This is an optimization exercise on Yosys and OpenROAD, whose aim is small area, a short achievable clock period and few clock cycles, not a production implementation. The RTL was checked by simulation tests, not by an equivalence proof against the original design. Power and IR drop assume default switching activity.

==> flow/design.v <==
module epdq_dither #(
    parameter MAX_W = 12
) (
    input  wire        clk,
    input  wire        rst,
    input  wire        start,
    input  wire [1:0]  cfg_op,
    input  wire [2:0]  cfg_mode,
    input  wire [5:0]  cfg_width,
    input  wire [7:0]  cfg_thr_grey,
    input  wire [15:0] cfg_thr3,
    input  wire [15:0] cfg_thr4,
    input  wire [23:0] cfg_margin,
    input  wire [23:0] cfg_color_red,
    input  wire [23:0] cfg_color_yel,
    input  wire        in_valid,
    output reg         in_ready,
    input  wire [7:0]  in_r,
    input  wire [7:0]  in_g,
    input  wire [7:0]  in_b,
    output reg         out_valid,
    input  wire        out_ready,
    output reg  [1:0]  out_sym,
    output reg  [7:0]  out_luma,
    output reg  [23:0] out_q
);
    localparam OP_DGREY  = 2'd1;
    localparam OP_DCOLOR = 2'd2;
    localparam M_BINARY = 3'd0;
    localparam M_BWR    = 3'd1;
    localparam M_BWY    = 3'd2;
    localparam M_BWYR   = 3'd3;
    localparam M_GRAY4  = 3'd4;
    localparam NE = MAX_W - 3;       
    reg [1:0]  op_q;
    reg [2:0]  mode_q;
    reg [3:0]  w_q;
    reg [7:0]  tg_q, l_q, c_q, my_q, mrb_q, mrg_q;
    reg [23:0] col2_q, red_q;
    always @(posedge clk) begin
        op_q   <= cfg_op;
        mode_q <= cfg_mode;
        w_q    <= cfg_width[3:0];
        tg_q   <= cfg_thr_grey;
        l_q    <= (cfg_mode == M_BWYR) ? cfg_thr4[7:0]  : cfg_thr3[7:0];
        c_q    <= (cfg_mode == M_BWYR) ? cfg_thr4[15:8] : cfg_thr3[15:8];
        my_q   <= cfg_margin[7:0];
        mrb_q  <= cfg_margin[15:8];
        mrg_q  <= cfg_margin[23:16];
        col2_q <= (cfg_mode == M_BWR) ? cfg_color_red : cfg_color_yel;
        red_q  <= cfg_color_red;
    end
    wire dgrey = (op_q == OP_DGREY);
    wire dith  = (op_q == OP_DGREY) || (op_q == OP_DCOLOR);
    wire w1    = (w_q == 4'd1);
    wire smw   = (w_q[3:2] == 2'b00);    
    function [23:0] symcol;
        input [1:0]  s;
        input [23:0] c2, c3;
        begin
            case (s)
                2'd0: symcol = 24'h000000;
                2'd1: symcol = 24'hFFFFFF;
                2'd2: symcol = c2;
                default: symcol = c3;
            endcase
        end
    endfunction
    function neg3;
        input [10:0] x, y, z;
        input ci;
        reg [10:0] s, c, t;
        begin
            s = x ^ y ^ z;
            c = {(x[9:0] & y[9:0]) | (x[9:0] & z[9:0]) | (y[9:0] & z[9:0]), ci};
            t = s + c;
            neg3 = t[10];
        end
    endfunction
    function gtm;
        input [7:0] a, b, m;
        begin
            gtm = ~neg3({3'b0, a}, ~{3'b0, b}, ~{3'b0, m}, 1'b1);
        end
    endfunction
    function ltl;
        input [7:0] r, g, b, t;
        reg [10:0] x, y, z, s, c;
        begin
            x = {3'b0, r};
            y = {2'b0, g, 1'b0};
            z = {3'b0, b};
            s = x ^ y ^ z;
            c = {(x[9:0] & y[9:0]) | (x[9:0] & z[9:0]) | (y[9:0] & z[9:0]), 1'b0};
            ltl = neg3(s, c, ~{1'b0, t, 2'b0}, 1'b1);
        end
    endfunction
    reg v1, vl, v2, c1, c2, bub;
    wire m2   = v2 & ~c2 & ~bub;         
    wire s2f  = smw ? ~v2 & ~bub : ~v2 | m2;
    wire ml   = vl & s2f;                
    wire m1   = v1 & (dgrey ? ~vl | ml : s2f);   
    wire ld2  = dgrey ? ml : m1;         
    wire fire = in_valid & in_ready;
    wire pop  = out_valid & out_ready;
    wire v1_n  = fire | (v1 & ~m1);
    wire vl_n  = dgrey & (m1 | (vl & ~ml));
    wire v2_n  = ld2 | (v2 & ~m2);
    wire deq   = c1 & (pop | ~out_valid);    
    wire ov_n  = (pop | ~out_valid) ? c1 : 1'b1;
    wire c1_n  = deq ? (c2 | m2) : (c1 | m2);
    wire c2_n  = deq ? (c2 & m2) : (c2 | (c1 & m2));
    wire bub_n = m2 & smw;
    wire m2_nn = v2_n & ~c2_n & ~bub_n;
    wire s2f_n = smw ? ~v2_n & ~bub_n : ~v2_n | m2_nn;
    wire rdy_n = ~v1_n | (dgrey ? ~vl_n | s2f_n : s2f_n);
    always @(posedge clk) begin
        if (rst) begin
            v1        <= 1'b0;
            vl        <= 1'b0;
            v2        <= 1'b0;
            out_valid <= 1'b0;
            c1        <= 1'b0;
            c2        <= 1'b0;
            bub       <= 1'b0;
            in_ready  <= 1'b1;
        end else begin
            v1        <= v1_n;
            vl        <= vl_n;
            v2        <= v2_n;
            out_valid <= ov_n;
            c1        <= c1_n;
            c2        <= c2_n;
            bub       <= bub_n;
            in_ready  <= rdy_n;
        end
    end
    wire s1_en = ~v1 | m1;
    reg [23:0] s1_px;
    always @(posedge clk)
        if (s1_en)
            s1_px <= {in_r, in_g, in_b};
    reg [3:0]  x;                
    reg        row0;             
    reg signed [7:0] h0, h1, h2;         
    reg signed [7:0] g0, g1, g2;         
    reg signed [7:0] a00, a01, a02;      
    reg signed [4:0] a10, a11, a12;      
    reg [NE-1:0] ptr;            
    wire rowend = (x == w_q - 4'd1);
    wire xp0    = (x == 4'd1) | w1;      
    wire [3:0] wrap_at = smw ? w_q - 4'd2 : w_q - 4'd4;
    wire [NE-1:0] ptr_n;
    genvar k;
    generate
        for (k = 0; k < NE; k = k + 1) begin : g_ptr
            if (k == 0) begin : g_p0
                assign ptr_n[k] = |(ptr & ({{(NE-1){1'b0}}, 1'b1} << wrap_at)) | (w_q[3:1] == 3'd0);
            end else begin : g_pk
                assign ptr_n[k] = ptr[k - 1] & (wrap_at != k - 1);
            end
        end
    endgenerate
    wire          fold = smw ? bub : m2;
    wire          rrow0 = row0 & ~(m2 & rowend);
    wire          prel  = m2 & ~smw & ~ld2;
    reg           pre;
    wire [26:0] ls_out;
    wire [26:0] ls_sel = (dith & ~rrow0) ? ls_out : 27'd0;
    wire signed [8:0] rr0 = w1 ? (dith ? {a00[7], a00} : 9'sd0) : $signed(ls_sel[8:0]);
    wire signed [8:0] rr1 = w1 ? (dith ? {a01[7], a01} : 9'sd0) : $signed(ls_sel[17:9]);
    wire signed [8:0] rr2 = w1 ? (dith ? {a02[7], a02} : 9'sd0) : $signed(ls_sel[26:18]);
    reg  signed [9:0] p0, p1, p2;
    wire signed [9:0] ra0 = pre ? p0 : {rr0[8], rr0};
    wire signed [9:0] ra1 = pre ? p1 : {rr1[8], rr1};
    wire signed [9:0] ra2 = pre ? p2 : {rr2[8], rr2};
    wire [9:0]  s1_s  = {1'b0, s1_px[15:8], 1'b0} + {2'b0, s1_px[23:16]} + {2'b0, s1_px[7:0]};
    reg  [7:0]  sl_l;
    always @(posedge clk)
        if (m1)
            sl_l <= s1_s[9:2];
    wire [17:0] sl_lr = {10'd0, sl_l} * 18'd171 + {ra0, 8'd0};
    always @(posedge clk) begin
        if (ld2) begin
            p0 <= dgrey ? $signed(sl_lr[17:8]) : $signed({2'b0, s1_px[23:16]}) + ra0;
            p1 <= $signed({2'b0, s1_px[15:8]}) + ra1;
            p2 <= $signed({2'b0, s1_px[7:0]}) + ra2;
        end else if (prel) begin
            p0 <= rr0;
            p1 <= rr1;
            p2 <= rr2;
        end
        if (start | ld2)
            pre <= 1'b0;
        else if (prel)
            pre <= 1'b1;
    end
    function [7:0] carried;
        input signed [9:0] p;
        input signed [7:0] hg;
        reg signed [12:0] s;
        begin
            s  = $signed({p, 3'b0}) + $signed({{2{hg[7]}}, hg, 3'b0}) - $signed({{5{hg[7]}}, hg});
            if (s[12])
                carried = 8'd0;
            else if (s[11])
                carried = 8'd255;
            else
                carried = s[10:3];
        end
    endfunction
    wire [7:0] v0 = carried(p0, g0);
    wire [7:0] vg = carried(p1, g1);
    wire [7:0] vb = carried(p2, g2);
    wire [9:0]  gs   = {1'b0, vg, 1'b0} + {2'b0, v0} + {2'b0, vb};
    wire [7:0]  gr   = gs[9:2];
    wire       grey  = ~ltl(v0, vg, vb, tg_q);
    wire       lowl  = ltl(v0, vg, vb, l_q);
    wire       r_gt_b = v0 > vb;
    wire       g_gt_b = vg > vb;
    wire is_red3 = gtm(v0, vb, mrb_q) && gtm(v0, vg, mrg_q);
    wire is_yel  = gtm(v0, vb, my_q)  && gtm(vg, vb, my_q);
    wire dark3   = lowl && (v0 < c_q);
    wire dark4   = lowl || (v0 < c_q && vg < c_q);
    reg [1:0] msym;
    always @(*) begin
        case (mode_q)
            M_BINARY: msym = {1'b0, grey};
            M_BWR:    msym = !r_gt_b ? {1'b0, grey} : dark3 ? 2'd0 : is_red3 ? 2'd2 : 2'd1;
            M_BWY:    msym = !(r_gt_b && g_gt_b) ? {1'b0, grey} : dark3 ? 2'd0 : is_yel ? 2'd2 : 2'd1;
            M_BWYR:   msym = !r_gt_b ? {1'b0, grey} : dark4 ? 2'd0 : is_red3 ? 2'd3 :
                             is_yel ? 2'd2 : 2'd1;
            M_GRAY4:  msym = gr[7:6];
            default:  msym = 2'd0;
        endcase
    end
    wire [1:0]  rsym  = dgrey ? {1'b0, v0[7]} : msym;
    wire [7:0]  rluma = dgrey ? v0 : gr;
    function [7:0] hsel;
        input [7:0] v;
        input [7:0] c2, c3;
        input [1:0] s;
        reg [8:0] d1, d2, d3;
        begin
            d1 = {1'b0, v} + 9'd257;
            d2 = {1'b0, v} - {1'b0, c2};
            d3 = {1'b0, v} - {1'b0, c3};
            hsel = ({8{s == 2'd0}} & {1'b0, v[7:1]}) |
                   ({8{s == 2'd1}} & d1[8:1]) |
                   ({8{s == 2'd2}} & d2[8:1]) |
                   ({8{s == 2'd3}} & d3[8:1]);
        end
    endfunction
    wire [7:0] hn0 = hsel(v0, col2_q[23:16], red_q[23:16], rsym);
    wire [7:0] hn1 = hsel(vg, col2_q[15:8],  red_q[15:8],  rsym);
    wire [7:0] hn2 = hsel(vb, col2_q[7:0],   red_q[7:0],   rsym);
    function [8:0] acc3;
        input signed [7:0] a;
        input signed [7:0] h;
        reg signed [11:0] t;
        begin
            t = {a[7], a, 3'b0} + {{4{h[7]}}, h} + {{3{h[7]}}, h, 1'b0};
            acc3 = t[11:3];
        end
    endfunction
    function [8:0] acc5;
        input signed [4:0] b;
        input signed [7:0] h;
        reg signed [11:0] t;
        begin
            t = {{4{b[4]}}, b, 3'b0} + {{4{h[7]}}, h} + {{2{h[7]}}, h, 2'b0};
            acc5 = t[11:3];
        end
    endfunction
    wire signed [7:0] hf0 = xp0 ? 8'sd0 : h0;
    wire signed [7:0] hf1 = xp0 ? 8'sd0 : h1;
    wire signed [7:0] hf2 = xp0 ? 8'sd0 : h2;
    wire signed [8:0] push0 = acc3(a00, hf0);
    wire signed [8:0] push1 = acc3(a01, hf1);
    wire signed [8:0] push2 = acc3(a02, hf2);
    wire signed [8:0] na00  = acc5(xp0 ? 5'sd0 : a10, h0);
    wire signed [8:0] na01  = acc5(xp0 ? 5'sd0 : a11, h1);
    wire signed [8:0] na02  = acc5(xp0 ? 5'sd0 : a12, h2);
    wire [26:0] push = {push2, push1, push0};
    always @(posedge clk) begin
        if (start) begin
            x    <= 4'd0;
            row0 <= 1'b1;
            h0 <= 8'sd0; h1 <= 8'sd0; h2 <= 8'sd0;
            g0 <= 8'sd0; g1 <= 8'sd0; g2 <= 8'sd0;
            a00 <= 8'sd0; a01 <= 8'sd0; a02 <= 8'sd0;
            a10 <= 5'sd0; a11 <= 5'sd0; a12 <= 5'sd0;
            ptr <= {{(NE-1){1'b0}}, 1'b1};
        end else begin
            if (m2) begin
                x    <= rowend ? 4'd0 : x + 4'd1;
                if (rowend)
                    row0 <= 1'b0;
                h0 <= hn0; h1 <= hn1; h2 <= hn2;
                g0 <= (dith & ~rowend) ? hn0 : 8'sd0;
                g1 <= (dith & ~rowend) ? hn1 : 8'sd0;
                g2 <= (dith & ~rowend) ? hn2 : 8'sd0;
            end
            if (fold) begin
                a00 <= na00[7:0]; a01 <= na01[7:0]; a02 <= na02[7:0];
                a10 <= h0[7:3]; a11 <= h1[7:3]; a12 <= h2[7:3];
                ptr <= ptr_n;
            end
        end
    end
    wire [26:0] ls_terms [0:NE-1];
    generate
        for (k = 0; k < NE; k = k + 1) begin : g_ls
            reg [26:0] st;
            always @(posedge clk)
                if (fold & ptr[k])
                    st <= push;
            if (k == 0) begin : g_first
                assign ls_terms[k] = ptr[k] ? st : 27'd0;
            end else begin : g_next
                assign ls_terms[k] = ls_terms[k - 1] | (ptr[k] ? st : 27'd0);
            end
        end
    endgenerate
    assign ls_out = ls_terms[NE - 1];
    reg [1:0] k1_sym, k2_sym;
    reg [7:0] k1_luma, k2_luma;
    always @(posedge clk) begin
        if (pop | ~out_valid) begin
            out_sym  <= k1_sym;
            out_luma <= k1_luma;
            out_q    <= symcol(k1_sym, col2_q, red_q);
        end
        if (deq | ~c1) begin
            k1_sym  <= (deq & c2) ? k2_sym : rsym;
            k1_luma <= (deq & c2) ? k2_luma : rluma;
        end
        if (m2) begin
            k2_sym  <= rsym;
            k2_luma <= rluma;
        end
    end
endmodule
==> flow/flow/run.sh <==
#!/bin/bash
# The standard layout, with every port buffered by a buf_1 cell instead of
# the default port buffer. The make output goes to standard.log, each tool's
# own log to orfs/logs/.
set -euo pipefail
export BUFFER_PORTS_ARGS="-buffer_cell sky130_fd_sc_hd__buf_1"
bash standard.sh > standard.log 2>&1
==> flow/standard.sh <==
#!/bin/bash
# synth_recipe.tcl (not shown) runs the flow's synth.tcl, then flattens the netlist and writes it again
# the make line also repeats each setting of config.mk as NAME=value (left out here)
make -C /OpenROAD-flow-scripts/flow DESIGN_CONFIG=/design/flow/config.mk WORK_HOME=/design/flow/orfs CLKGATE_MAP_FILE= SYNTH_SCRIPT=/design/flow/synth_recipe.tcl "${@:-finish}"
==> flow/config.mk <==
export PLATFORM = sky130hd
export DESIGN_NAME = epdq_dither
export DESIGN_NICKNAME = epdq_dither
export VERILOG_FILES = /design/flow/design.v
export SDC_FILE = /design/flow/constraint.sdc
export NUM_CORES = 4
export LEC_CHECK = 0
export ABC_AREA = 1
export CAP_MARGIN = 40
export CORE_MARGIN = 2
export CORE_UTILIZATION = 50
export CTS_CLUSTER_DIAMETER = 80
export CTS_CLUSTER_SIZE = 30
export PLACE_DENSITY = 0.6
export SLEW_MARGIN = 60
==> flow/constraint.sdc <==
create_clock -name core_clock -period 30.0 [get_ports {clk}]
set_input_delay 6.0000 -clock core_clock [delete_from_list [all_inputs] [get_ports {clk}]]
set_output_delay 6.0000 -clock core_clock [all_outputs]
set_load 0.01 [all_outputs]
==> out/metrics.cfg, run 1 <==
[setup_path]
required_ns=30.44
cp.arrival_ns=7.62
max_stage_delay_ns=0.68
cp-end-kind=flip-flop
cp-start-kind=flip-flop
crit_top_cell=a21oi_1
cp_max_fo=50
criticalPathCategory=reg -> reg
timing.reg2reg.setup_slack_ns=22.82
crit_slowest_cell=fa_1

[synthesis]
syn_area_per_cell_sq_um=9.504
synth-edff-count=359
yosysWarnings=1
ys_ff_latch=574
ys.flop_type=edfxtp_1
netlist_instances=3667
ys_types=55
syn-cell-area_sq_mm=0.03485
synth_nets=4255
async_flop_share_pct=0
seq_area_frac_synth_pct=43.28

[power_and_ir_drop]
p_total_mw=4.660
ir_drop_v=0.0001604
p_leak_nw=16.87
powerDensity_mw_per_mm2=122.5

[grt]
grt_pass1_wl_mm=139.4
grt_use_total_pct=25.22
grt_pass1_vias=24791
grt_max_degree=63
grt_overflow=0
antenna_found_initial=0

[routing]
wl_mm=88.96
via_count=25594
ant_nets=0
drtIter0Drc=2030
wl_per_cell_um=18.66
drt-pass1-iter-count=6
route.detailed.drc=0
avgViaCountPerCell=5.370

[cts]
cts_resized=0
cts_tree=built
clock_sinks=574
clock_latency_ns=0.59
h-tree-depth=2
clockBufferDepth=3
cts_setup_buffers=0
clockRootBuffer=clkbuf_16
holdBufCountCts=0
clk_pin_slew_ns=0.11
cts_buffers=34

[worst_hold_path]
hold_class=reg -> reg

[timing]
tns_ns=0
min_period_over_period_pct=23.95
whs_ns=0.4243
fin_crit_ns=7.184
fmax_mhz=139.2
worst_pin_slew_ns=0.5990
finClkSkew_ns=0.03146
rsz0062_at_grt=no
slew-limit-headroom_pct=59.97
slew_violations=0
finalSetupViolations=0
hold_viol=0

[die]
dieWidth_um=268.0
core_sq_mm=0.06883
rows=96
die_h_um=268.0
start_util_pct=50.64
io_pins=188
die_area_sq_mm=0.07183

[layout]
synthToLayoutAreaGrowth_pct=9.183
layout.nets=4400
final_cell_mix=637 x nand2_1, 594 x inv_1, 359 x edfxtp_1
diodes=0
finalNonFillerCells=4766
fillers=6246
final_common_cell=nand2_1
layout-drive-gt1-share_pct=6.441

[placed_design]
place_congestion=0.9236
dpl.hpwl_mm=65.30
port_buffers=185
post-place-cells=4707

[run_status]
status=complete, no violations

[flow_run]
maxCapViolCount=0

==> area by class of cell <==
type	instances	area, sq um	share of cell area [%]
well taps	931	1165	3.061
repair buffers	224	1013	2.663
multi-input cells	2369	17250	45.32
clock buffers	37	893.4	2.348
clock inverters	22	345.3	0.9075
inverters	609	2290	6.017
flip-flops and latches	574	15100	39.68
==> metrics by stage <==
stage,setup WS (ns),utilization (%),cell area (sq um)
after global routing,22.17,55.29,38050
after CTS,22.59,55.18,37980
after global placement,22.08,53.04,36510
after detailed placement,22.38,53.38,36740
after floorplan,22.00,-,34850
final,22.82,55.29,38050
==> cells by family (layout without fill, tap and decap cells) <==
kind of cell | count (synthesis) | in the layout | share of synthesized area (%)
compound gates | 615 | 615 | 10.78
xor+xnor | 140 | 140 | 3.594
fa+ha+maj | 436 | 436 | 18.88
buf+inv | 724 | 892 | 8.078
flops | 574 | 574 | 43.28
mux | 48 | 48 | 1.551
simple gates | 1130 | 1130 | 13.84
==> state kept, by name, indices dropped and copies added (netlist names), 10 cells and up <==
signal   flops
col2_q      24
g_ls.st    243
out_q       24
p0          10
p1          10
p2          10
red_q       24
s1_px       24
==> per-layer routing <==
| layer | track usage [%] | wire [um] |
|---|---|---|
| met3 | 3.345 | 5481 |
| met4 | 4.454 | 1333 |
| met2 | 41.32 | 41240 |
| met1 | 36.26 | 40900 |
| met5 | 0 | 0 |
==> worst paths after layout <==
check             startpoint           to  depth (start not counted)
setup / recovery       g2[6]        g0[3]                         34
setup reg to reg       g2[6]        g0[3]                         34
hold reg to reg   k1_luma[0]  out_luma[0]                          0
hold / removal    k1_luma[0]  out_luma[0]                          0
==> power by group <==
part	total [mW]	switching, mW	leakage, nW	internal (mW)
combinational	3.02	1.93	11.1	1.09
sequential	1.09	0.0631	5.23	1.02
clock	0.552	0.310	0.589	0.242
total	4.66	2.30	16.9	2.36
==> critical path: cells and delay by family (launching register included) <==
kind	cells	cell delay [ns]
fa+ha+maj	5	2.30
simple gates	14	2.20
compound gates	10	1.44
flops	1	0.43
buf+inv	4	0.36
xor+xnor	1	0.28
==> synth_stat cells, drive strengths merged (2+ instances only) <==
cell | n | share of area, %
nand2 | 657 | 7.2
inv | 605 | 6.5
edfxtp | 359 | 31
ha | 286 | 10
a21oi | 250 | 3.6
dfxtp | 215 | 12
nor2 | 189 | 2.1
nand3 | 176 | 2.6
fa | 150 | 8.6
o21ai | 143 | 2.1
xor2 | 100 | 2.6
clkbuf | 81 | 0.87
nand4 | 76 | 1.4
a221oi | 61 | 1.5
mux2 | 48 | 1.6
xnor2 | 40 | 1.0
buf | 34 | 0.65
o31ai | 34 | 0.73
a22o | 24 | 0.60
a31oi | 20 | 0.36
o221ai | 20 | 0.50
a21o | 17 | 0.37
o21bai | 16 | 0.34
nor3 | 14 | 0.22
o211ai | 11 | 0.24
or2 | 9 | 0.16
a211oi | 5 | 0.11
o22ai | 5 | 0.090
clkinv | 4 | 0.043
a32o | 3 | 0.086
and2 | 3 | 0.054
nand3b | 3 | 0.065
a221o | 2 | 0.057
and3 | 2 | 0.036
o211a | 2 | 0.057
Testbench counts, summed over its fixed seeds: cycles 13,142.
==> run 2: changes to the inputs <==
--- a/flow/config.mk
+++ b/flow/config.mk
@@ -8,3 +8,3 @@
 export ABC_AREA = 1
-export CAP_MARGIN = 40
+export CAP_MARGIN = 60
 export CORE_MARGIN = 2
@@ -14,2 +14,2 @@
 export PLACE_DENSITY = 0.6
-export SLEW_MARGIN = 60
+export SLEW_MARGIN = 80
==> out/metrics.cfg, run 2 <==
[run_status]
status=complete, no violations

[synthesis]
synth.most_common_cell=nand2_1
synth_nets=4255
synth-compound-area-share_pct=10.78
yosysWarnings=1
ys.flop_type=edfxtp_1
syn-cell-area_sq_mm=0.03485
ys_ff_latch=574
synth_top_family_by_area=adder cells
yosysTopAreaCell=edfxtp_1
syn_area_per_cell_sq_um=9.504
post_synth_fa_ha_maj_area_fraction_pct=18.88
synthTopCellsByArea=edfxtp_1 31%, dfxtp_1 12%, ha_1 10%
synth-xor-area-share_pct=3.594
netlist_instances=3667
synthMuxAreaShare_pct=1.551
async_flop_share_pct=0
ys_types=55
synth_top_area_share_pct=30.93
synth-edff-count=359
synth_simple_gate_area_share_pct=13.84
yosys-top-cells-count=645 x nand2_1, 599 x inv_1, 359 x edfxtp_1
seq_area_frac_synth_pct=43.28

[power_and_ir_drop]
p_leak_nw=17.80
p_total_mw=4.878
ir_drop_v=0.0001446
switching_share_pct=49.26
p_int_mw=2.475
powerDensity_mw_per_mm2=119.6
p_sw_mw=2.403
pwr-share-clk_pct=11.6
comb_power_share_pct=66.2
p_seq_share_pct=22.3

[timing]
fmax_mhz=140.2
slew_violations=0
slew-limit-headroom_pct=78.40
rsz0062_at_grt=no
tns_ns=0
hold_viol=0
finClkSkew_ns=0.03246
finalWorstSetupSlack_ns=22.87
worst_pin_slew_ns=0.3219
min_period_over_period_pct=23.78
fin_crit_ns=7.134
whs_ns=0.4224
finalSetupViolations=0

[layout]
final_cell_mix=619 x nand2_1, 572 x inv_1, 359 x edfxtp_1
layout-drive-gt1-share_pct=12.35
diodes=0
fin_util_pct=59.28
synthToLayoutAreaGrowth_pct=17.07
top_register=g_ls.st
largest_register_ffs=243
layout.nets=4483
final_common_cell=nand2_1

[cts]
clockBufferDepth=3
cts_resized=0
cts_buffers=35
cts_setup_buffers=0
clk_pin_slew_ns=0.10
clockRootBuffer=clkbuf_16
clock_latency_ns=0.60
clock_sinks=574
holdBufCountCts=0
cts_tree=built
h-tree-depth=2

[placed_design]
place_congestion=0.9236
port_buffers=185
dpl.hpwl_mm=69.61
post-place-ws_ns=22.68

[die]
core_sq_mm=0.06883
dieWidth_um=268.0
rows=96
die_area_sq_mm=0.07183
io_pins=188
start_util_pct=50.64
die_h_um=268.0

[grt]
grt_overflow=0
antenna_found_initial=1
grt_pass1_wl_mm=143.0
grt_use_total_pct=25.79
grt_pass1_vias=25420
grt_max_degree=47

[setup_path]
critPathTopFamily=flip-flops
crit_slowest_cell=edfxtp_1
required_ns=24.00
max_stage_delay_ns=0.40
cp-start-kind=flip-flop
critPathBufInv=1
cp-end-kind=output port
cp.arrival_ns=1.13
criticalPathCategory=reg -> out
cp_max_fo=1
crit_path_cell_trace=buf_1

[flow_run]
maxCapViolCount=0

[routing]
drtIter0Drc=2084
via_count=26230
wl_mm=91.27
ant_nets=0
avgViaCountPerCell=5.408
drt-pass1-iter-count=7
wl_per_cell_um=18.82
route.detailed.drc=0

[worst_hold_path]
hold_class=reg -> reg

==> run 2: path summary, 6_finish.rpt <==
kind,from,endpoint,slack [ns],cells past startpoint
max,out_q[21],out_q[21],22.87,1
min,k1_luma[2],out_luma[2],0.42,0
max reg2reg,g2[5],g0[3],23.21,38
min reg2reg,k1_luma[2],out_luma[2],0.42,0
==> run 2: area by class of cell <==
class	count	area (sq um)
Clock buffer	36	900.9
Clock inverter	25	399.1
Fill cell	5958	28020
Inverter	609	2325
Multi-Input combinational cell	2369	18540
Sequential cell	574	15120
Tap cell	931	1165
Timing Repair Buffer	306	2354
==> run 2: kinds of logic (layout without fill, tap and decap cells) <==
logic type               after synthesis  count (layout)
AO/OA/AOI/OAI                        615             615
multiplexers                          48              48
flip-flops                           574             574
AND/OR/NAND/NOR                     1130            1130
adder cells (fa/ha/maj)              436             436
buffers and inverters                724             976
XOR/XNOR                             140             140
==> run 2: stage by stage <==
step           area (sq um)  cells
4_1_cts               40310   4827
2_1_floorplan         34850   3667
3_5_place_dp          39010   4766
5_1_grt               40800   4850
3_3_place_gp          36510   4704
6_report              40800   4850
==> run 2: metal layers <==
metal	global-route usage (%)	wire [um]	up-vias
li1	-	-	12808
met1	37.26	41730	12632
met2	41.97	42380	684
met3	3.207	5509	104
met4	5.028	1641	2
met5	0	8	-
==> run 2: power groups by stage <==
stage | clock [mW] | sequential [mW] | combinational [mW]
floorplan | 0 | 1.09 | 2.24
global placement | 0 | 1.11 | 2.91
detailed placement | 0 | 1.11 | 3.14
CTS | 0.580 | 1.09 | 3.16
global route | 0.607 | 1.10 | 3.68
finish | 0.565 | 1.09 | 3.23
==> run 3: changes to the inputs <==
--- a/flow/config.mk
+++ b/flow/config.mk
@@ -8,3 +8,3 @@
 export ABC_AREA = 1
-export CAP_MARGIN = 60
+export CAP_MARGIN = 45
 export CORE_MARGIN = 2
@@ -14,2 +14,2 @@
 export PLACE_DENSITY = 0.6
-export SLEW_MARGIN = 80
+export SLEW_MARGIN = 65
==> out/metrics.cfg, run 3 <==
[synthesis]
ys_types=55
synth_nets=4255
async_flop_share_pct=0
ys.flop_type=edfxtp_1
synthTopCellsByArea=edfxtp_1 31%, dfxtp_1 12%, ha_1 10%
syn-cell-area_sq_mm=0.03485
synth_top_area_share_pct=30.93
ys_ff_latch=574
seq_area_frac_synth_pct=43.28
yosysTopAreaCell=edfxtp_1
synth.most_common_cell=nand2_1
netlist_instances=3667
synth-edff-count=359
yosysWarnings=1
yosys-top-cells-count=645 x nand2_1, 599 x inv_1, 359 x edfxtp_1
syn_area_per_cell_sq_um=9.504

[layout]
layout.nets=4404
largest_register_ffs=243
layout-drive-gt1-share_pct=6.877
top_register=g_ls.st
diodes=0
synthToLayoutAreaGrowth_pct=9.679
final_cell_mix=632 x nand2_1, 589 x inv_1, 359 x edfxtp_1
final_common_cell=nand2_1
fillers=6273
finalNonFillerCells=4770

[grt]
grt_pass1_wl_mm=139.8
grt_util_met2_pct=41.65
antenna_found_initial=0
grt_overflow=0
grt_pass1_vias=24848
grt.busiest_layer=met2
grt_use_met1_pct=36.02
grt_use_total_pct=25.23
grt_max_degree=63
grtUsageMet3_pct=3.308

[die]
die_h_um=268.0
start_util_pct=50.64
rows=96
dieWidth_um=268.0
io_pins=188
die_area_sq_mm=0.07183
core_sq_mm=0.06883

[setup_path]
required_ns=24.00
cp-start-kind=flip-flop
cp-end-kind=output port
crit_slowest_cell=edfxtp_1
criticalPathCategory=reg -> out
cp_max_fo=1
critPathTopFamily=flip-flops
critPathBufInv=1
crit_path_cell_trace=buf_1
max_stage_delay_ns=0.40
cp.arrival_ns=1.14

[timing]
finalWorstSetupSlack_ns=22.86
finalSetupViolations=0
fmax_mhz=140.1
finClkSkew_ns=0.04593
hold_viol=0
whs_ns=0.4178
slew-limit-headroom_pct=61.82
tns_ns=0
rsz0062_at_grt=no
worst_pin_slew_ns=0.5666
slew_violations=0
fin_crit_ns=7.137
min_period_over_period_pct=23.79

[flow_run]
maxCapViolCount=0

[cts]
clockBufferDepth=3
cts_tree=built
clk_pin_slew_ns=0.11
clock_latency_ns=0.60
cts_buffers=34
clockRootBuffer=clkbuf_16
holdBufCountCts=0
clock_sinks=574
cts_setup_buffers=0
cts_resized=0
h-tree-depth=2

[placed_design]
place_congestion=0.9236
post-place-ws_ns=22.36
dpl.hpwl_mm=65.45
post-place-cells=4708
port_buffers=185

[routing]
avgViaCountPerCell=5.385
via_count=25686
drtIter0Drc=1948
wl_per_cell_um=18.66
drt-pass1-iter-count=6
wl_mm=89.02
ant_nets=0
route.detailed.drc=0

[run_status]
status=complete, no violations

[power_and_ir_drop]
powerDensity_mw_per_mm2=122.0
ir_drop_v=0.0001448
p_leak_nw=16.92

[worst_hold_path]
hold_class=reg -> reg

-- run 3: logic make-up (layout without fill, tap and decap cells) --
| kind of cell | Yosys count | after routing | synth area share, % |
|---|---|---|---|
| muxes | 48 | 48 | 1.551 |
| xor gates and xnor gates | 140 | 140 | 3.594 |
| DFF | 574 | 574 | 43.28 |
| AOI/OAI and AO/OA | 615 | 615 | 10.78 |
| and+or+nand+nor | 1130 | 1130 | 13.84 |
| buffers and inverters | 724 | 896 | 8.078 |
| adders and majority gates | 436 | 436 | 18.88 |
-- run 3: per-layer routing --
layer	up-vias	part of all wire [%]
met5	-	0
met4	0	1.5
met3	76	5.6
met2	576	46
met1	12444	46
li1	12590	-
-- run 3: per-stage QoR --
| step | utilization, % | power, mW | area (sq um) |
|---|---|---|---|
| finish | 55.54 | 4.662 | 38230 |
| global route | 55.54 | 5.160 | 38230 |
| CTS | 55.37 | 4.657 | 38110 |
| detailed placement | 53.58 | 4.086 | 36880 |
| global placement | 53.04 | 4.017 | 36510 |
| floorplan | - | 3.336 | 34850 |
-- run 3: cell type report --
type | count | area [sq um] | share of cell area, %
Timing Repair Buffer | 228 | 1111 | 2.907
Sequential cell | 574 | 15100 | 39.50
Multi-Input combinational cell | 2369 | 17330 | 45.33
Inverter | 609 | 2293 | 6.000
Tap cell | 931 | 1165 | 3.047
Clock buffer | 37 | 893.4 | 2.337
Clock inverter | 22 | 336.6 | 0.8805
-- run 3: power by group --
part           internal [mW]  total (mW)  switching (mW)
clock                  0.241       0.546           0.305
combinational           1.10        3.03            1.93
sequential              1.02        1.09          0.0629
-- run 3: final timing paths --
path                                  from     endpoint  slack [ns]  cells after the start
worst max-delay path             out_q[21]    out_q[21]       22.86                      1
worst min-delay path            k1_luma[2]  out_luma[2]        0.42                      0
worst max register to register       g2[5]        g0[3]       22.95                     34
worst min register to register  k1_luma[2]  out_luma[2]        0.42                      0
==> run 4: changes to the inputs <==
--- a/flow/config.mk
+++ b/flow/config.mk
@@ -8,3 +8,3 @@
 export ABC_AREA = 1
-export CAP_MARGIN = 45
+export CAP_MARGIN = 25
 export CORE_MARGIN = 2
@@ -14,2 +14,2 @@
 export PLACE_DENSITY = 0.6
-export SLEW_MARGIN = 65
+export SLEW_MARGIN = 70
==> out/metrics.cfg, run 4 <==
[synthesis]
syn-cell-area_sq_mm=0.03485
netlist_instances=3667
synth.most_common_cell=nand2_1
ys_ff_latch=574
synth_nets=4255
yosysWarnings=1
async_flop_share_pct=0
yosys-top-cells-count=645 x nand2_1, 599 x inv_1, 359 x edfxtp_1
seq_area_frac_synth_pct=43.28
synth-edff-count=359
synth_top_area_share_pct=30.93
ys_types=55
syn_area_per_cell_sq_um=9.504
synthTopCellsByArea=edfxtp_1 31%, dfxtp_1 12%, ha_1 10%
yosysTopAreaCell=edfxtp_1
ys.flop_type=edfxtp_1

[power_and_ir_drop]
powerDensity_mw_per_mm2=121.6
ir_drop_v=0.0001599
p_leak_nw=17.03

[layout]
final_common_cell=nand2_1
final_area_sq_mm=0.03862
layout-drive-gt1-share_pct=7.732
synthToLayoutAreaGrowth_pct=10.82
top_register=g_ls.st
diodes=0
finalNonFillerCells=4772
largest_register_ffs=243
layout.nets=4406
fin_util_pct=56.12
final_cell_mix=628 x nand2_1, 582 x inv_1, 359 x edfxtp_1

[routing]
avgViaCountPerCell=5.370
wl_per_cell_um=18.69
route.detailed.drc=0
wl_mm=89.21
drt-pass1-iter-count=6
via_count=25625
ant_nets=0
drtIter0Drc=2114

[cts]
holdBufCountCts=0
clock_latency_ns=0.60
clockBufferDepth=3
cts_buffers=34
cts_tree=built
clock_sinks=574
cts_resized=0
clockRootBuffer=clkbuf_16
cts_setup_buffers=0
h-tree-depth=2
clk_pin_slew_ns=0.11

[timing]
tns_ns=0
whs_ns=0.4250
slew_violations=0
fmax_mhz=140.0
finalSetupViolations=0
min_period_over_period_pct=23.80
finClkSkew_ns=0.03484
fin_crit_ns=7.141
hold_viol=0
rsz0062_at_grt=no
worst_pin_slew_ns=0.4438
slew-limit-headroom_pct=70.10

[worst_hold_path]
min_from=k1_luma[0]
whs_endpoint=out_luma[0]
hold_depth=0
hold_class=reg -> reg

[setup_path]
rr_startpoint=g2[5]
cp-end-kind=output port
cp.arrival_ns=1.14
criticalPathCategory=reg -> out
cp-start-kind=flip-flop
timing.rr.end=g0[6]
max_stage_delay_ns=0.40
cp_max_fo=1
critPathBufInv=1
crit_slowest_cell=edfxtp_1
reg2reg_depth=34
timing.reg2reg.setup_slack_ns=23.08
critPathTopFamily=flip-flops
crit_path_cell_trace=buf_1
required_ns=24.00

[die]
io_pins=188
start_util_pct=50.64
dieWidth_um=268.0
die_area_sq_mm=0.07183
rows=96
die_h_um=268.0
core_sq_mm=0.06883

[grt]
grt_use_total_pct=25.20
grt_max_degree=63
antenna_found_initial=0
grt_pass1_vias=24785
grt_overflow=0
grt_pass1_wl_mm=139.3

[placed_design]
place_area_sq_mm=0.03714
place_congestion=0.9236
post-place-cells=4711
dpl.hpwl_mm=65.94
port_buffers=185

[flow_run]
maxCapViolCount=0

[run_status]
status=complete, no violations

run 4: metal layers:
layer	routed length (um)	vias up	track usage (%)
met3	5177	78	3.235
met4	1318	0	4.696
li1	-	12607	-
met2	41420	604	41.18
met5	0	-	0
met1	41290	12336	36.28
run 4: where the power goes:
group	internal, mW	switching [mW]	leakage [nW]
registers	1.02	0.0639	5.23
clock network	0.241	0.313	0.601
logic	1.11	1.94	11.2
run 4: kinds of logic after synthesis:
| group | synth area share (%) |
|---|---|
| AO/OA/AOI/OAI | 10.78 |
| XOR/XNOR | 3.594 |
| adder cells (fa/ha/maj) | 18.88 |
| buffers and inverters | 8.078 |
| flip-flops | 43.28 |
| multiplexers | 1.551 |
| AND/OR/NAND/NOR | 13.84 |
run 4: worst max-delay path by stage:
stage               slack, ns    endpoint  depth (start not counted)       from
CTS                     22.82   out_q[21]                          1  out_q[21]
finish                  22.86   out_q[13]                          1  out_q[13]
floorplan               22.00  k1_luma[2]                          7  out_ready
detailed placement      22.36  k1_luma[5]                          8  out_ready
global route            22.57       g0[7]                         36      g1[3]
global placement        22.08  k1_luma[6]                          8  out_ready
run 4: final cells by class:
class / count / area, sq um
Multi-Input combinational cell: 2369 / 17590
Fill cell: 6205 / 30200
Clock inverter: 23 / 380.4
Tap cell: 931 / 1165
Sequential cell: 574 / 15100
Timing Repair Buffer: 230 / 1212
Clock buffer: 36 / 879.6
Inverter: 609 / 2300
run 4: through the flow:
step / worst slack, ns / power (mW)
6_report: 22.86 / 4.697
4_1_cts: 22.82 / 4.680
3_5_place_dp: 22.36 / 4.102
3_3_place_gp: 22.08 / 4.017
5_1_grt: 22.57 / 5.198
2_1_floorplan: 22.00 / 3.336
==> run 5: changes to the inputs <==
--- a/flow/config.mk
+++ b/flow/config.mk
@@ -8,3 +8,3 @@
 export ABC_AREA = 1
-export CAP_MARGIN = 25
+export CAP_MARGIN = 50
 export CORE_MARGIN = 2
==> out/metrics.cfg, run 5 <==
[run_status]
status=complete, no violations

[layout]
final_area_sq_mm=0.03862
layout.nets=4406
diodes=0
final_common_cell=nand2_1
synthToLayoutAreaGrowth_pct=10.82
finalNonFillerCells=4772
layout-drive-gt1-share_pct=7.732
top_register=g_ls.st
largest_register_ffs=243
final_cell_mix=628 x nand2_1, 582 x inv_1, 359 x edfxtp_1

[setup_path]
critPathBufInv=1
critPathTopFamily=flip-flops
cp-end-kind=output port
required_ns=24.00
crit_slowest_cell=edfxtp_1
cp_max_fo=1
crit_path_cell_trace=buf_1
criticalPathCategory=reg -> out
max_stage_delay_ns=0.40
cp-start-kind=flip-flop
cp.arrival_ns=1.14

[power_and_ir_drop]
ir_drop_v=0.0001599
pwr-share-clk_pct=11.8
p_leak_nw=17.03
powerDensity_mw_per_mm2=121.6
p_int_mw=2.380
p_total_mw=4.697
p_seq_share_pct=23.2
p_sw_mw=2.317
switching_share_pct=49.33
comb_power_share_pct=65.0

[placed_design]
place_area_sq_mm=0.03714
post-place-cells=4711
dpl.hpwl_mm=65.94
place_congestion=0.9236
port_buffers=185

[grt]
grt_overflow=0
grt_max_degree=63
grt_use_total_pct=25.20
grt_pass1_wl_mm=139.3
grt_pass1_vias=24785
antenna_found_initial=0

[synthesis]
ys_types=55
syn-cell-area_sq_mm=0.03485
synth_nets=4255
netlist_instances=3667
syn_area_per_cell_sq_um=9.504
synth_top_area_share_pct=30.93
yosys-top-cells-count=645 x nand2_1, 599 x inv_1, 359 x edfxtp_1
synthMuxAreaShare_pct=1.551
synth-compound-area-share_pct=10.78
yosysTopAreaCell=edfxtp_1
async_flop_share_pct=0
yosysWarnings=1
synth-xor-area-share_pct=3.594
synth_simple_gate_area_share_pct=13.84
synth.most_common_cell=nand2_1
ys.flop_type=edfxtp_1
ys_ff_latch=574
post_synth_fa_ha_maj_area_fraction_pct=18.88
synth-edff-count=359
synth_top_family_by_area=adder cells
seq_area_frac_synth_pct=43.28
synthTopCellsByArea=edfxtp_1 31%, dfxtp_1 12%, ha_1 10%

[cts]
cts_resized=0
cts_setup_buffers=0
h-tree-depth=2
clockRootBuffer=clkbuf_16
clk_pin_slew_ns=0.11
cts_tree=built
clock_latency_ns=0.60
clock_sinks=574
cts_buffers=34
holdBufCountCts=0
clockBufferDepth=3

[timing]
worst_pin_slew_ns=0.4438
whs_ns=0.4250
tns_ns=0
min_period_over_period_pct=23.80
finClkSkew_ns=0.03484
finalSetupViolations=0
rsz0062_at_grt=no
slew-limit-headroom_pct=70.10
fin_crit_ns=7.141
slew_violations=0
fmax_mhz=140.0
hold_viol=0

[routing]
avgViaCountPerCell=5.370
drt-pass1-iter-count=6
route.detailed.drc=0
ant_nets=0
drtIter0Drc=2114
wl_mm=89.21
wl_per_cell_um=18.69
via_count=25625

[die]
io_pins=188
rows=96
core_sq_mm=0.06883
die_area_sq_mm=0.07183
dieWidth_um=268.0
start_util_pct=50.64
die_h_um=268.0

[flow_run]
maxCapViolCount=0

[worst_hold_path]
hold_class=reg -> reg

## run 5: cell counts in the layout (fill, tap and decap cells not counted)
No cell type changed its count.
## run 5: routing by layer
metal	global-route usage, %	wire (um)	vias up
met5	0	0	-
met4	4.696	1318	0
met3	3.235	5177	78
met2	41.18	41420	604
met1	36.28	41290	12336
li1	-	-	12607
## run 5: final cells by class
cell class	instances	area, sq um
clock buffers	36	879.6
clock inverters	23	380.4
fillers	6205	30200
inverters	609	2300
multi-input cells	2369	17590
flip-flops and latches	574	15100
well taps	931	1165
repair buffers	230	1212
## run 5: stage by stage
step	util, %	setup slack (ns)
6_report	56.12	22.86
5_1_grt	56.12	22.57
4_1_cts	55.80	22.82
3_5_place_dp	53.97	22.36
3_3_place_gp	53.04	22.08
2_1_floorplan	-	22.00
## run 5: cells by family after synthesis
group | after synthesis
adder cells (fa/ha/maj) | 436
AND/OR/NAND/NOR | 1130
AO/OA/AOI/OAI | 615
multiplexers | 48
buffers and inverters | 724
XOR/XNOR | 140
flip-flops | 574
## run 5: power by group through the flow
stage | registers, mW | logic (mW) | clock network [mW]
2_1_floorplan | 1.09 | 2.24 | 0
3_3_place_gp | 1.11 | 2.91 | 0
3_5_place_dp | 1.11 | 2.99 | 0
4_1_cts | 1.09 | 3.02 | 0.568
5_1_grt | 1.10 | 3.50 | 0.593
6_report | 1.09 | 3.05 | 0.554
## run 5: final timing paths
kind | cells past startpoint | end | slack [ns] | start
worst max-delay path | 1 | out_q[13] | 22.86 | out_q[13]
worst min-delay path | 0 | out_luma[0] | 0.43 | k1_luma[0]
worst max register to register | 34 | g0[6] | 23.08 | g2[5]
worst min register to register | 0 | out_luma[0] | 0.43 | k1_luma[0]
==> run 6: changes to the inputs <==
--- a/flow/config.mk
+++ b/flow/config.mk
@@ -14,2 +14,2 @@
 export PLACE_DENSITY = 0.6
-export SLEW_MARGIN = 70
+export SLEW_MARGIN = 75
==> out/metrics.cfg, run 6 <==
[placed_design]
place_congestion=0.9236
place_area_sq_mm=0.03781
dpl.hpwl_mm=66.53
port_buffers=185

[routing]
top_layer=met4
drt-met1-wl_mm=40.69
drtIter0Drc=1855
drt-pass1-iter-count=5
routed-wl-met2_mm=42.40
wl_per_cell_um=18.73
ant_nets=0
avgViaCountPerCell=5.404
route.detailed.drc=0
via_count=25928
wl_mm=89.86
wl_met3_mm=5.524

[setup_path]
critPathBufInv=1
required_ns=24.00
cp-end-kind=output port
reg2reg_depth=34
max_stage_delay_ns=0.40
cp-start-kind=flip-flop
cp.arrival_ns=1.13
crit_slowest_cell=edfxtp_1
crit_path_cell_trace=buf_1
cp_max_fo=1
path_depth=1
criticalPathCategory=reg -> out
critPathTopFamily=flip-flops

[layout]
top_register=g_ls.st
multiInputGateArea_sq_mm=0.01800
largest_register_ffs=243
synthToLayoutAreaGrowth_pct=13.20
fillers=6106
final_common_cell=nand2_1
layout-drive-gt1-share_pct=9.288
register_area_sq_mm=0.01510
layout.nets=4429
final_cell_mix=622 x nand2_1, 577 x inv_1, 359 x edfxtp_1
final_area_sq_mm=0.03945
fin_util_pct=57.32

[cts]
holdBufCountCts=0
cts_buffers=35
clockBufferDepth=3
clk_pin_slew_ns=0.11
clockRootBuffer=clkbuf_16
clock_sinks=574
clock_latency_ns=0.60
h-tree-depth=2
cts_resized=0
cts_setup_buffers=0
cts_tree=built

[worst_hold_path]
hold_depth=0
hold_class=reg -> reg

[die]
rows=96
dieWidth_um=268.0
start_util_pct=50.64
io_pins=188
die_h_um=268.0
die_area_sq_mm=0.07183
core_sq_mm=0.06883

[timing]
worst_pin_slew_ns=0.4069
slew-limit-headroom_pct=72.69
min_period_over_period_pct=23.77
fmax_mhz=140.2
rsz0062_at_grt=no
tns_ns=0
hold_viol=0
finClkSkew_ns=0.03578
fin_crit_ns=7.132
finalSetupViolations=0
slew_violations=0

[synthesis]
synth_nets=4255
netlist_instances=3667
ys.flop_type=edfxtp_1
ys_types=55
yosysTopAreaCell=edfxtp_1
ys_ff_latch=574
synthTopCellsByArea=edfxtp_1 31%, dfxtp_1 12%, ha_1 10%
syn_area_per_cell_sq_um=9.504
yosysWarnings=1
async_flop_share_pct=0
seq_area_frac_synth_pct=43.28
synth_top_area_share_pct=30.93
synth.most_common_cell=nand2_1
yosys-top-cells-count=645 x nand2_1, 599 x inv_1, 359 x edfxtp_1
synth-edff-count=359
syn-cell-area_sq_mm=0.03485

[power_and_ir_drop]
p_leak_nw=17.33
powerDensity_mw_per_mm2=120.9
p_seq_share_pct=22.8
ir_drop_v=0.0001550
p_int_mw=2.417
p_sw_mw=2.354
switching_share_pct=49.34
comb_power_share_pct=65.2
pwr-share-clk_pct=12.0

[grt]
grt_pass1_vias=25058
grt_max_degree=53
grt_overflow=0
grt_use_total_pct=25.51
grt_pass1_wl_mm=141.0
antenna_found_initial=0

[flow_run]
maxCapViolCount=0

[run_status]
status=complete, no violations

==> run 6: cell type report <==
class,count,share of cell area (%)
diodes,2,0.01269
repair buffers,252,3.939
inverters,609,5.839
clock inverters,25,1.069
well taps,931,2.953
clock buffers,36,2.283
multi-input cells,2369,45.63
flip-flops and latches,574,38.28
==> run 6: logic make-up after synthesis <==
family | Yosys count | share of synthesized area (%)
compound gates | 615 | 10.78
xor+xnor | 140 | 3.594
flops | 574 | 43.28
simple gates | 1130 | 13.84
fa+ha+maj | 436 | 18.88
buf+inv | 724 | 8.078
mux | 48 | 1.551
==> run 6: final timing paths <==
| check | start | end | slack (ns) |
|---|---|---|---|
| worst max register to register | g2[5] | g0[7] | 23.19 |
| worst min-delay path | k1_luma[0] | out_luma[0] | 0.42 |
| worst min register to register | k1_luma[0] | out_luma[0] | 0.42 |
| worst max-delay path | out_q[13] | out_q[13] | 22.87 |
==> run 6: through the flow <==
stage,hold WS [ns],cells,total power [mW],setup slack (ns)
global route,0.4347,4796,5.283,22.66
finish,0.4244,4798,4.772,22.87
CTS,0.4254,4785,4.749,22.84
detailed placement,0.4054,4724,4.148,22.42
global placement,0.4004,4704,4.017,22.08
floorplan,0.4003,3667,3.336,22.00
==> run 6: power groups by stage <==
stage / Clock, mW / Sequential [mW] / Combinational [mW]
floorplan: 0 / 1.09 / 2.24
global placement: 0 / 1.11 / 2.91
detailed placement: 0 / 1.11 / 3.04
CTS: 0.588 / 1.09 / 3.07
global route: 0.615 / 1.10 / 3.57
finish: 0.574 / 1.09 / 3.11
==> run 6: metal layers <==
layer	track usage, %	up-vias
li1	-	12678
met1	36.08	12529
met2	42.02	657
met3	3.849	64
met4	4.726	0
met5	0	-
==> run 7: changes to the inputs <==
--- a/flow/config.mk
+++ b/flow/config.mk
@@ -10,6 +10,6 @@
 export CORE_MARGIN = 2
-export CORE_UTILIZATION = 50
+export CORE_UTILIZATION = 65
 export CTS_CLUSTER_DIAMETER = 80
 export CTS_CLUSTER_SIZE = 30
-export PLACE_DENSITY = 0.6
-export SLEW_MARGIN = 75
+export PLACE_DENSITY = 0.75
+export SLEW_MARGIN = 70
==> out/metrics.cfg, run 7 <==
[die]
die_area_sq_mm=0.05549
core_sq_mm=0.05276
io_pins=188
start_util_pct=66.06
dieWidth_um=235.6
rows=84
die_h_um=235.6

[setup_path]
crit_slowest_cell=edfxtp_1
cp.arrival_ns=1.15
max_stage_delay_ns=0.41
criticalPathCategory=reg -> out
required_ns=24.00
cp_max_fo=1
crit_path_cell_trace=buf_1
critPathBufInv=1
cp-start-kind=flip-flop
critPathTopFamily=flip-flops
cp-end-kind=output port

[cts]
holdBufCountCts=0
clock_latency_ns=0.60
cts_resized=0
clockBufferDepth=3
cts_setup_buffers=0
clockRootBuffer=clkbuf_16
cts_tree=built
cts_buffers=34
clk_pin_slew_ns=0.11
clock_sinks=574
h-tree-depth=2

[routing]
avgViaCountPerCell=5.969
ant_nets=0
route.detailed.drc=0
drt-pass1-iter-count=6
drtIter0Drc=2675
wl_mm=93.49
wl_per_cell_um=20.55
via_count=27158

[synthesis]
synth_nets=4255
netlist_instances=3667
yosysWarnings=1
synthTopCellsByArea=edfxtp_1 31%, dfxtp_1 12%, ha_1 10%
synth_top_area_share_pct=30.93
ys_ff_latch=574
ys.flop_type=edfxtp_1
syn_area_per_cell_sq_um=9.504
synth.most_common_cell=nand2_1
synth-edff-count=359
async_flop_share_pct=0
yosysTopAreaCell=edfxtp_1
syn-cell-area_sq_mm=0.03485
ys_types=55
yosys-top-cells-count=645 x nand2_1, 599 x inv_1, 359 x edfxtp_1
seq_area_frac_synth_pct=43.28

[grt]
grt_pass1_vias=27046
antenna_found_initial=0
grt_use_total_pct=33.75
grt_pass1_wl_mm=146.7
grt_max_degree=59
grt_overflow=0

[placed_design]
dpl.hpwl_mm=70.15
place_area_sq_mm=0.03705
port_buffers=185
place_congestion=0.9497

[timing]
fin_crit_ns=7.149
rsz0062_at_grt=no
hold_viol=0
finClkSkew_ns=0.03174
finalSetupViolations=0
min_period_over_period_pct=23.83
tns_ns=0
slew-limit-headroom_pct=69.96
worst_pin_slew_ns=0.4459
fmax_mhz=139.9
slew_violations=0
whs_ns=0.4256

[flow_run]
maxCapViolCount=0

[layout]
synthToLayoutAreaGrowth_pct=10.25
diodes=0
layout-drive-gt1-share_pct=8.131
largest_register_ffs=243
final_area_sq_mm=0.03842
final_common_cell=nand2_1
final_cell_mix=628 x nand2_1, 579 x inv_1, 359 x edfxtp_1
top_register=g_ls.st
layout.nets=4429

[power_and_ir_drop]
pwr-share-clk_pct=11.2
p_seq_share_pct=22.7
powerDensity_mw_per_mm2=124.7
comb_power_share_pct=66.1
p_sw_mw=2.398
p_leak_nw=17.07
p_int_mw=2.395
switching_share_pct=50.03
ir_drop_v=0.0001240

[run_status]
status=complete, no violations

[worst_hold_path]
hold_class=reg -> reg

run 7: routing by layer:
| metal | part of all wire, % | vias up | global-route usage, % |
|---|---|---|---|
| li1 | - | 12647 | - |
| met1 | 42 | 13178 | 47.82 |
| met2 | 46 | 1162 | 54.74 |
| met3 | 8.9 | 171 | 4.866 |
| met4 | 2.6 | 0 | 9.226 |
| met5 | 0 | - | 0 |
run 7: metrics by stage:
step	total power [mW]	cells	setup WS (ns)	util [%]
2_1_floorplan	3.336	3667	22.00	-
3_3_place_gp	3.960	4454	22.08	68.57
3_5_place_dp	4.157	4488	22.36	70.23
4_1_cts	4.714	4545	22.81	72.44
5_1_grt	5.211	4550	22.36	72.83
6_report	4.793	4550	22.85	72.83
run 7: worst paths after layout:
| path | startpoint | end | slack (ns) | cells past startpoint |
|---|---|---|---|---|
| worst max-delay path | out_q[2] | out_q[2] | 22.85 | 1 |
| worst min-delay path | k1_luma[4] | out_luma[4] | 0.43 | 0 |
| worst max register to register | g2[5] | g0[6] | 22.86 | 35 |
| worst min register to register | k1_luma[4] | out_luma[4] | 0.43 | 0 |
run 7: cell type report:
| class | instances | area (sq um) |
|---|---|---|
| sequential | 574 | 15090 |
| fill | 3854 | 14340 |
| tap | 688 | 860.8 |
| timing repair buffer | 253 | 1282 |
| inverter | 609 | 2301 |
| clock buffer | 38 | 918.4 |
| clock inverter | 19 | 247.7 |
| multi-input combinational | 2369 | 17730 |
run 7: power by group through the flow:
stage / combinational, mW / clock (mW) / sequential [mW]
global route: 3.54 / 0.567 / 1.10
CTS: 3.08 / 0.540 / 1.09
finish: 3.17 / 0.537 / 1.09
floorplan: 2.24 / 0 / 1.09
detailed placement: 3.05 / 0 / 1.11
global placement: 2.85 / 0 / 1.10
run 7: kinds of logic after synthesis:
| family | count (synthesis) | share of synthesized area (%) |
|---|---|---|
| fa+ha+maj | 436 | 18.88 |
| simple gates | 1130 | 13.84 |
| mux | 48 | 1.551 |
| flops | 574 | 43.28 |
| compound gates | 615 | 10.78 |
| buf+inv | 724 | 8.078 |
| xor+xnor | 140 | 3.594 |
==> run 8: changes to the inputs <==
==> flow/flow/run.sh (replaced) <==
#!/bin/bash
# The standard layout, with every port buffered by a buf_2 cell instead of
# the default port buffer. The make output goes to standard.log, each tool's
# own log to orfs/logs/.
set -euo pipefail
export BUFFER_PORTS_ARGS="-buffer_cell sky130_fd_sc_hd__buf_2"
bash standard.sh > standard.log 2>&1
--- a/flow/config.mk
+++ b/flow/config.mk
@@ -8,8 +8,8 @@
 export ABC_AREA = 1
-export CAP_MARGIN = 50
+export CAP_MARGIN = 40
 export CORE_MARGIN = 2
-export CORE_UTILIZATION = 65
+export CORE_UTILIZATION = 50
 export CTS_CLUSTER_DIAMETER = 80
 export CTS_CLUSTER_SIZE = 30
-export PLACE_DENSITY = 0.75
-export SLEW_MARGIN = 70
+export PLACE_DENSITY = 0.6
+export SLEW_MARGIN = 60
==> out/metrics.cfg, run 8 <==
[run_status]
status=complete, no violations

[synthesis]
ys_ff_latch=574
synth_top_area_share_pct=30.93
async_flop_share_pct=0
synth_nets=4255
syn_area_per_cell_sq_um=9.504
yosys-top-cells-count=645 x nand2_1, 599 x inv_1, 359 x edfxtp_1
seq_area_frac_synth_pct=43.28
syn-cell-area_sq_mm=0.03485
netlist_instances=3667
synthTopCellsByArea=edfxtp_1 31%, dfxtp_1 12%, ha_1 10%
synth.most_common_cell=nand2_1
yosysWarnings=1
synth-edff-count=359
ys_types=55
yosysTopAreaCell=edfxtp_1
ys.flop_type=edfxtp_1

[setup_path]
criticalPathCategory=reg -> reg
cp-start-kind=flip-flop
timing.rr.end=g0[6]
crit_slowest_cell=fa_1
max_stage_delay_ns=0.79
required_ns=30.51
reg2reg_depth=35
cp_max_fo=48
cp-end-kind=flip-flop
rr_startpoint=g2[6]
timing.reg2reg.setup_slack_ns=22.59
cp.arrival_ns=7.93
crit_path_start=g2[6]

[die]
start_util_pct=50.64
die_h_um=268.0
rows=96
die_area_sq_mm=0.07183
io_pins=188
dieWidth_um=268.0
core_sq_mm=0.06883

[layout]
final_cell_mix=637 x nand2_1, 594 x inv_1, 359 x edfxtp_1
synthToLayoutAreaGrowth_pct=9.754
top_register=g_ls.st
layout.nets=4400
largest_register_ffs=243
layout-drive-gt1-share_pct=11.21
final_area_sq_mm=0.03825
diodes=0
final_common_cell=nand2_1
finalNonFillerCells=4768

[grt]
grt_max_degree=63
grt_use_total_pct=25.15
grt_pass1_vias=24988
grt_pass1_wl_mm=139.5
grt_overflow=0
antenna_found_initial=1

[timing]
rsz0062_at_grt=no
worst_pin_slew_ns=0.5966
fmax_mhz=134.9
tns_ns=0
fin_crit_ns=7.415
slew-limit-headroom_pct=60.13
hold_viol=0
finClkSkew_ns=0.02986
finalSetupViolations=0
slew_violations=0
finalWorstSetupSlack_ns=22.59
min_period_over_period_pct=24.72

[placed_design]
port_buffers=185
post-place-ws_ns=22.36
post-place-cells=4710
place_area_sq_mm=0.03702
place_congestion=0.9167
dpl.hpwl_mm=65.81

[cts]
clk_pin_slew_ns=0.11
cts_resized=0
holdBufCountCts=0
clockRootBuffer=clkbuf_16
h-tree-depth=1
cts_setup_buffers=0
cts_tree=built
clock_latency_ns=0.65
clock_sinks=574
cts_buffers=31
clockBufferDepth=3

[routing]
wl_mm=88.58
avgViaCountPerCell=5.377
route.detailed.drc=0
drt-pass1-iter-count=6
via_count=25638
wl_per_cell_um=18.58
ant_nets=0
drtIter0Drc=1899

[worst_hold_path]
hold_class=reg -> reg
min_from=k1_luma[7]
hold_depth=0
whs_endpoint=out_luma[7]

[power_and_ir_drop]
powerDensity_mw_per_mm2=121.1
ir_drop_v=0.0001263
p_leak_nw=17.40

[flow_run]
maxCapViolCount=0

-- run 8: worst max-delay path by stage --
stage                     cells after the start    endpoint
after global routing                         35       g1[3]
final                                        35       g0[6]
after detailed placement                      6        x[1]
after global placement                        8  k1_luma[1]
after floorplan                               7  k1_luma[2]
after CTS                                    33       g0[7]
-- run 8: cell families (layout without fill, tap and decap cells) --
family / after synthesis / count (layout) / synth area share (%)
xor gates and xnor gates: 140 / 140 / 3.594
adders and majority gates: 436 / 436 / 18.88
and+or+nand+nor: 1130 / 1130 / 13.84
DFF: 574 / 574 / 43.28
muxes: 48 / 48 / 1.551
AOI/OAI and AO/OA: 615 / 615 / 10.78
buffers and inverters: 724 / 894 / 8.078
-- run 8: report_power, final --
group	switching, mW	internal, mW	total (mW)
clock	0.299	0.229	0.528
combinational	1.92	1.10	3.02
sequential	0.0638	1.02	1.09
total	2.28	2.35	4.63
-- run 8: per-layer routing --
metal  global-route usage [%]  vias to the layer above  share of wire (%)
met5                        0                        -              0.010
met4                    4.650                        2                1.8
met3                    3.775                       82                6.1
met2                    41.81                      574                 46
met1                    35.25                    12387                 46
li1                         -                    12593                  -
-- run 8: layout make-up --
type | instances | area (sq um)
clock buffers | 36 | 825.8
clock inverters | 22 | 344.1
fillers | 6309 | 30570
inverters | 609 | 2290
multi-input cells | 2369 | 17270
flip-flops and latches | 574 | 15090
well taps | 931 | 1165
repair buffers | 227 | 1265
-- run 8: critical path: cells and delay by family (launching register included) --
family,cells,cell delay (ns)
DFF,1,0.43
buffers and inverters,6,1.08
and+or+nand+nor,15,1.79
AOI/OAI and AO/OA,8,1.18
adders and majority gates,5,2.41
xor gates and xnor gates,1,0.28
-- run 8: through the flow --
step                total power, mW  hold WS (ns)  util [%]
finish                        4.633        0.4256     55.58
global route                  5.144        0.4345     55.58
CTS                           4.626        0.4288     55.48
detailed placement            4.077        0.4063     53.78
global placement              4.012        0.4006     53.39
floorplan                     3.336        0.4003         -

## port drivers added, routing unchanged
How much do the figures lean on ideal ports? The routed layouts below were timed once more, with nothing changed but the port constraints.
Step 1 assumes that a clkbuf_16 drives the clock port and a buf_2 every other input.
Step 2 moves the port delays by t, midway between the first and last clock arrival at a register: inputs arrive t later, outputs are due t later. That takes back most of the time a late clock gives input paths.
a / b / c = no drivers / after step 1 / after step 2; a / b = the first two.
run | shift t [ns] | setup WS [ns] | worst setup path after step 2 | clock arrival spread, ns | worst register clock-pin slew, ns
run 1 | 0.640 | 22.816 / 22.791 / 22.372 | input to register | 0.032 / 0.032 | 0.11 / 0.11
run 2 | 0.653 | 22.866 / 22.800 / 22.664 | input to register | 0.034 / 0.034 | 0.11 / 0.11
run 3 | 0.639 | 22.863 / 22.798 / 22.356 | input to register | 0.046 / 0.047 | 0.12 / 0.12
run 4 | 0.649 | 22.859 / 22.794 / 22.368 | input to register | 0.037 / 0.036 | 0.12 / 0.12
run 5 | 0.649 | 22.859 / 22.794 / 22.368 | input to register | 0.037 / 0.036 | 0.12 / 0.12
run 6 | 0.647 | 22.868 / 22.803 / 22.669 | input to register | 0.041 / 0.042 | 0.11 / 0.11
run 7 | 0.649 | 22.851 / 22.790 / 22.355 | input to register | 0.032 / 0.032 | 0.11 / 0.11
run 8 | 0.704 | 22.585 / 22.585 / 22.350 | input to register | 0.033 / 0.033 | 0.11 / 0.11
After both steps every run listed still meets setup and hold. The setup slack of run 3, which loses most, moves by -0.065 ns with the drivers and by -0.507 ns with both steps.
